Source: an optimization exercise on an open RTL-to-GDS flow (aim: small area and few clock cycles). Production flows keep margins and buffers that such runs may drop. Function was checked by simulation only, so behaviour that the tests miss may differ from the original. The clock port is modelled as an ideal driver, which makes a skipped or thinned clock tree look cheaper than it is; a real chip needs a root buffer or a tree. Power and IR drop assume default switching activity.

==> run K: inputs <==
Design frame_codec, start of the top module:
module frame_codec (
    input  wire        clk,
    input  wire        rst,
    input  wire        mode_wr,
    input  wire        mode_wdata,
    output wire        mode,
    input  wire        tx_valid,
    output wire        tx_ready,
    input  wire [15:0] tx_type,
    input  wire [15:0] tx_len,
    input  wire        txd_valid,
    output wire        txd_ready,
    input  wire [7:0]  txd_data,
    output wire        enc_valid,
    input  wire        enc_ready,
    output wire [7:0]  enc_data,
    output wire        enc_last,
    input  wire        rx_valid,
    input  wire [7:0]  rx_data,
    input  wire        rx_last,
    output wire        rxd_valid,
    output wire [7:0]  rxd_data,
    output wire        dec_done,
    output wire [2:0]  dec_status,
    output wire [15:0] dec_type,
    output wire [15:0] dec_len
);
    reg  mode_reg;
    reg  wr_last;
    wire mode_flip;
    wire mode_now = mode_reg ^ (mode_flip && !wr_last);
    always @(posedge clk) begin
        if (rst)
            mode_reg <= 1'b0;
        else if (mode_wr)
            mode_reg <= mode_wdata;
        else
            mode_reg <= mode_now;
        wr_last <= mode_wr;
    end
    assign mode = mode_now;
    fc_encoder u_enc (
        .clk       (clk),
        .rst       (rst),
        .mode      (mode_now),
        .tx_valid  (tx_valid),
        .tx_ready  (tx_ready),
        .tx_type   (tx_type),
        .tx_len    (tx_len),
        .txd_valid (txd_valid),
        .txd_ready (txd_ready),
        .txd_data  (txd_data),
        .enc_valid (enc_valid),
        .enc_ready (enc_ready),
        .enc_data  (enc_data),
        .enc_last  (enc_last)
    );
    fc_decoder u_dec (
        .clk       (clk),
        .rst       (rst),
  ...
==> module fc_decoder, before the edit <==
module fc_decoder (
    input  wire        clk,
    input  wire        rst,
    input  wire        mode,           
    input  wire        rx_valid,
    input  wire [7:0]  rx_data,
    input  wire        rx_last,
    output wire        pl_valid,
    output wire [7:0]  pl_data,
    output reg         done,
    output reg  [2:0]  status,
    output wire [15:0] type_out,
    output wire [15:0] len_out,
    output wire        mode_flip       
);
    localparam [2:0] ST_OK       = 3'd0,
                     ST_NOFRAME  = 3'd1,
                     ST_DANGLING = 3'd2,
                     ST_HDRSHORT = 3'd3,
                     ST_LENSHORT = 3'd4,
                     ST_CHECKSUM = 3'd5;
    localparam [1:0] P_HUNT  = 2'd0,    
                     P_IN    = 2'd1,    
                     P_AFTER = 2'd2;    
    localparam [2:0] Q_PAY  = 3'd4,     
                     Q_CS1  = 3'd5,     
                     Q_FULL = 3'd6;     
    reg [1:0]  phase;
    reg        first;          
    reg [1:0]  tcode;          
    reg        esc_pending;
    reg [2:0]  pos;
    reg [15:0] cnt;            
    reg [15:0] f_type;
    reg [15:0] f_len;
    reg [15:0] crc;
    reg [15:0] sum;
    reg        c0;             
    reg        c8;             
    reg        bad;            
    wire [1:0] ph          = first ? P_HUNT : phase;
    wire       is_flag     = (rx_data == 8'h7E);
    wire       u_valid     = rx_valid && (ph == P_IN) && !is_flag &&
                             (esc_pending || rx_data != 8'h7D);
    wire [7:0] u_data      = {rx_data[7:6], rx_data[5] ^ esc_pending, rx_data[4:0]};
    wire       take        = u_valid && (pos != Q_FULL);
    wire       hdr         = !pos[2];
    wire       cnt_zero    = (cnt == 16'd0);
    wire       in_pl       = (pos == Q_PAY) && !cnt_zero;
    wire       cs0         = (pos == Q_PAY) && cnt_zero;
    wire       cs1         = (pos == Q_CS1);
    wire [1:0] rcode = (rx_data[7:2] == 6'b100000) ? rx_data[1:0] : 2'd3;
    assign pl_valid = take && in_pl;
    assign pl_data  = u_data;
    wire [15:0] crc_nx;
    fc_crc_byte u_crc (.crc_in(crc), .d(u_data), .crc_out(crc_nx));
    wire        lo   = hdr ? pos[0] : (f_len[0] ^ cnt[0]);
    wire        w_lo = cs1 || (lo && !cs0);
    wire [7:0]  w_l  = u_data & {8{w_lo}};
    wire [7:0]  w_h  = u_data & {8{!w_lo}};
    wire [15:0] sum_nx;
    wire        c0_nx, c8_nx;
    fc_ripple #(8) u_add_l (.a(sum[7:0]),  .b(w_l), .ci(c0), .s(sum_nx[7:0]),  .co(c8_nx));
    fc_ripple #(8) u_add_h (.a(sum[15:8]), .b(w_h), .ci(c8), .s(sum_nx[15:8]), .co(c0_nx));
    wire byte_ff = (u_data == 8'hFF);
    wire closed = (phase == P_AFTER);
    wire full   = (pos == Q_FULL);
    wire crc_ok = (crc == 16'd0);
    wire frm_ok = (sum[15:9] == 7'h7F) && (sum[8] ^ c8) &&
                  (sum[7:1] == 7'h7F) && (sum[0] ^ c0) && !bad;
    wire cs_any = crc_ok || frm_ok;
    always @(*) begin
        if (!closed)                status = (tcode == 2'd3) ? ST_NOFRAME : ST_OK;
        else if (esc_pending)       status = ST_DANGLING;
        else if (hdr)               status = ST_HDRSHORT;
        else if (!full)             status = ST_LENSHORT;
        else if (cs_any)            status = ST_OK;
        else                        status = ST_CHECKSUM;
    end
    assign mode_flip = done && closed && !esc_pending && full &&
                       cs_any && (mode ? !frm_ok : !crc_ok);
    assign type_out = closed ? f_type : {8'h00, 6'b100000, tcode};
    assign len_out  = closed ? f_len : 16'h0000;
    always @(posedge clk) begin
        if (rst) begin
            first <= 1'b1;
            done  <= 1'b0;
        end else begin
            done <= rx_valid && rx_last;
            if (rx_valid)
                first <= rx_last;
        end
    end
    always @(posedge clk) begin
        if (rx_valid) begin
            if (first)
                tcode <= rcode;
            case (ph)
                P_HUNT: begin
                    phase <= is_flag ? P_IN : P_HUNT;
                    if (is_flag) esc_pending <= 1'b0;
                end
                P_IN: if (is_flag) begin
                    phase <= P_AFTER;
                end else begin
                    phase <= P_IN;
                    if (esc_pending)
                        esc_pending <= 1'b0;
                    else if (rx_data == 8'h7D)
                        esc_pending <= 1'b1;
                end
                default: phase <= P_AFTER;
            endcase
        end
        if (rx_valid && ph == P_HUNT && is_flag) begin
            pos <= 3'd0;
            crc <= 16'h0000;
            sum <= 16'h0000;
            c0  <= 1'b0;
            c8  <= 1'b0;
        end else if (take) begin
            crc <= crc_nx;
            sum <= sum_nx;
            c0  <= c0_nx;
            c8  <= c8_nx;
            if (!in_pl)
                pos <= pos + 3'd1;
        end
        if (take) begin
            case (pos)
                3'd0: f_type[15:8] <= u_data;
                3'd1: f_type[7:0]  <= u_data;
                3'd2: begin f_len[15:8] <= u_data; cnt[15:8] <= u_data; end
                3'd3: begin f_len[7:0]  <= u_data; cnt[7:0]  <= u_data; end
                default: ;
            endcase
            if (in_pl)
                cnt <= cnt - 16'd1;
            if (cs0)
                bad <= byte_ff && (sum != 16'h0000 || c0 || c8);
            if (cs1)
                bad <= bad && byte_ff;
        end
    end
endmodule
==> flow/config.mk <==
export PLATFORM = sky130hd
export DESIGN_NAME = frame_codec
export DESIGN_NICKNAME = frame_codec
export VERILOG_FILES = /design/flow/design.v
export SDC_FILE = /design/flow/constraint.sdc
export NUM_CORES = 4
export LEC_CHECK = 0
export CAP_MARGIN = 0
export CORE_MARGIN = 2
export CORE_UTILIZATION = 40
export PLACE_DENSITY = 0.6
export SLEW_MARGIN = 0
==> flow/constraint.sdc <==
create_clock -name core_clock -period 7.0 [get_ports {clk}]
set_input_delay 1.4000 -clock core_clock [delete_from_list [all_inputs] [get_ports {clk}]]
set_output_delay 1.4000 -clock core_clock [all_outputs]
set_load 0.01 [all_outputs]
standard.sh (not shown) runs the stock make flow with config.mk's settings and CLKGATE_MAP_FILE= SYNTH_SCRIPT=/design/flow/synth_recipe.tcl, a recipe that flattens the netlist after the stock synthesis.
==> flow/flow/run.sh <==
#!/bin/bash
# Layout flow: the standard flow (standard.sh) with
#  - synthesis mapped by several area-oriented ABC scripts, keeping the
#    smallest netlist (flow/my_synth.tcl, flow/s*.script),
#  - port buffers of the smallest buffer cell, repair aiming at the
#    library limits themselves (CAP_MARGIN, SLEW_MARGIN 0 in config.mk),
#  - a clock tree made by hand (flow/manual_cts.tcl, sourced before ORFS's
#    CTS step, replaces clock_tree_synthesis): 6 clkbuf_16 leaf buffers,
#    each for a sixth of the registers, fed by one clkbuf_8.
# Each tool's output goes to a log file in this folder (ORFS's own logs
# stay under orfs/logs).
set -e
W=$(pwd)
sed "s#SYNTH_SCRIPT=[^ ]*#SYNTH_SCRIPT=$W/flow/my_synth.tcl#" standard.sh > my_standard.sh
export MY_ABC_SCRIPTS="$(ls $W/flow/s*.script | tr '\n' ' ')"
export BUFFER_PORTS_ARGS="-buffer_cell sky130_fd_sc_hd__buf_1"
export PRE_CTS_TCL=$W/flow/manual_cts.tcl
export CTS_GROUPS=6
export CTS_CELL=sky130_fd_sc_hd__clkbuf_16
export CTS_ROOT=sky130_fd_sc_hd__clkbuf_8
bash my_standard.sh > standard.log 2>&1
==> flow/flow/s16.script <==
strash
&get -n
&st
&deepsyn -T 10
&put
dc2
&get -n
&st
&dch
&nf -a -p
&put
strash
dc2
&get -n
&st
&dch
&nf -a -p
&put
topo
dnsize
Other scripts of this flow, unchanged in this note and not shown: flow/flow/manual_cts.tcl, flow/flow/my_synth.tcl, flow/flow/s01.script, flow/flow/s02.script, flow/flow/s03.script, flow/flow/s04.script, flow/flow/s05.script, flow/flow/s06.script, flow/flow/s07.script, flow/flow/s08.script, flow/flow/s09.script, flow/flow/s10.script, flow/flow/s11.script, flow/flow/s12.script, flow/flow/s13.script, flow/flow/s14.script, flow/flow/s15.script
==> run P (differences from run K) <==
--- a/flow/flow/run.sh
+++ b/flow/flow/run.sh
@@ -2,8 +2,7 @@
 # Layout flow: the standard flow (standard.sh) with
 #  - synthesis mapped by several area-oriented ABC scripts, keeping the
 #    smallest netlist (flow/my_synth.tcl, flow/s*.script),
-#  - port buffers of the smallest buffer cell, repair aiming at the
-#    library limits themselves (CAP_MARGIN, SLEW_MARGIN 0 in config.mk),
+#  - port buffers of the smallest buffer cell,
 #  - a clock tree made by hand (flow/manual_cts.tcl, sourced before ORFS's
 #    CTS step, replaces clock_tree_synthesis): 6 clkbuf_16 leaf buffers,
 #    each for a sixth of the registers, fed by one clkbuf_8.
CAP_MARGIN = 20   (was 0)
SLEW_MARGIN = 20   (was 0)
removed: flow/flow/s16.script
==> run C (differences from run K) <==
--- a/flow/design.v
+++ b/flow/design.v
@@ -290,13 +290,10 @@
                 pos <= pos + 3'd1;
         end
         if (take) begin
-            case (pos)
-                3'd0: f_type[15:8] <= u_data;
-                3'd1: f_type[7:0]  <= u_data;
-                3'd2: begin f_len[15:8] <= u_data; cnt[15:8] <= u_data; end
-                3'd3: begin f_len[7:0]  <= u_data; cnt[7:0]  <= u_data; end
-                default: ;
-            endcase
+            if (hdr)
+                {f_type, f_len} <= {f_type[7:0], f_len, u_data};
+            if (pos[2:1] == 2'b01)
+                cnt <= {cnt[7:0], u_data};
             if (in_pl)
                 cnt <= cnt - 16'd1;
             if (cs0)
==> flow/flow/s17.script (new file) <==
strash
dc2
&get -n
&st
&dch
&nf -a -p -R 50
&put
topo
dnsize
==> flow/flow/s18.script (new file) <==
strash
dc2
&get -n
&st
&dch
&nf -a -p
&put
strash
dc2
&get -n
&st
&dch
&nf -a -p
&put
strash
dc2
&get -n
&st
&dch
&nf -a -p
&put
strash
dc2
&get -n
&st
&dch
&nf -a -p
&put
topo
dnsize
CORE_UTILIZATION = 55   (was 40)
PLACE_DENSITY = 0.75   (was 0.6)
==> run M (differences from run K) <==
--- a/flow/design.v
+++ b/flow/design.v
@@ -229,8 +229,9 @@
     wire closed = (phase == P_AFTER);
     wire full   = (pos == Q_FULL);
     wire crc_ok = (crc == 16'd0);
-    wire frm_ok = (sum[15:9] == 7'h7F) && (sum[8] ^ c8) &&
-                  (sum[7:1] == 7'h7F) && (sum[0] ^ c0) && !bad;
+    wire t_ffff = (sum[15:9] == 7'h7F) && (sum[8] ^ c8) &&
+                  (sum[7:1] == 7'h7F) && (sum[0] ^ c0);
+    wire frm_ok = t_ffff && !bad;
     wire cs_any = crc_ok || frm_ok;
     always @(*) begin
         if (!closed)                status = (tcode == 2'd3) ? ST_NOFRAME : ST_OK;
@@ -290,19 +291,14 @@
                 pos <= pos + 3'd1;
         end
         if (take) begin
-            case (pos)
-                3'd0: f_type[15:8] <= u_data;
-                3'd1: f_type[7:0]  <= u_data;
-                3'd2: begin f_len[15:8] <= u_data; cnt[15:8] <= u_data; end
-                3'd3: begin f_len[7:0]  <= u_data; cnt[7:0]  <= u_data; end
-                default: ;
-            endcase
+            if (hdr)
+                {f_type, f_len} <= {f_type[7:0], f_len, u_data};
+            if (pos[2:1] == 2'b01)
+                cnt <= {cnt[7:0], u_data};
             if (in_pl)
                 cnt <= cnt - 16'd1;
             if (cs0)
-                bad <= byte_ff && (sum != 16'h0000 || c0 || c8);
-            if (cs1)
-                bad <= bad && byte_ff;
+                bad <= byte_ff && t_ffff;
         end
     end
 endmodule
==> flow/flow/s17.script (new file) <==
strash
dc2
&get -n
&st
&dch
&nf -a -p -R 50
&put
topo
dnsize
==> flow/flow/s18.script (new file) <==
strash
dc2
&get -n
&st
&dch
&nf -a -p
&put
strash
dc2
&get -n
&st
&dch
&nf -a -p
&put
strash
dc2
&get -n
&st
&dch
&nf -a -p
&put
strash
dc2
&get -n
&st
&dch
&nf -a -p
&put
topo
dnsize
CORE_UTILIZATION = 55   (was 40)
PLACE_DENSITY = 0.75   (was 0.6)
==> comparison <==
- In run C the sequential power is smaller than in run P, by about 3%.
- The highest cell count belongs to run P, the lowest to run M.
- Register-to-register slack: run C < run K < run P < run M.
- Critical path depth, lowest first: run K, run M, run P, run C.
- Final area, highest first: run P, run K, run M, run C.
Testbench counts of run K, summed over its fixed seeds: cycles 22,351.
Testbench counts of run P, summed over its fixed seeds: cycles 22,351.
Testbench counts of run C, summed over its fixed seeds: cycles 22,351.
Testbench counts of run M, summed over its fixed seeds: cycles 22,351.
No run of this note takes its clock network from TritonCTS; it comes from the design's own scripts or RTL.

==> what the ideal ports hide <==
The results above use ideal ports. As a check the final layouts listed here were re-extracted and re-timed, cells and wires unchanged. Step 1, drivers: a clkbuf_16 drives clk and a buf_2 each remaining input, both assumed. Step 2 adds t to the input delays and takes it off the output delays; t is the mean of the earliest and latest rising clock arrival at the registers after step 1. Input paths then give back, and output paths get back, about the clock's delay inside the block. a / b / c = ideal / step 1 / step 2; a / b = the first two.
| run | shift t [ns] | setup slack, ns | worst hold slack (ns) | cell pins on the clock port's net |
|---|---|---|---|---|
| run K | 0.445 | 0.525 / 0.489 / 0.933 | 0.483 / 0.483 / 0.483 | 1 |
| run P | 0.450 | 0.653 / 0.617 / 1.067 | 0.508 / 0.508 / 0.508 | 1 |
| run C | 0.429 | 0.902 / 0.870 / 1.177 | 0.447 / 0.447 / 0.447 | 1 |
| run M | 0.443 | 0.632 / 0.597 / 1.040 | 0.447 / 0.447 / 0.447 | 1 |
After both steps setup and hold are still met in every run listed.
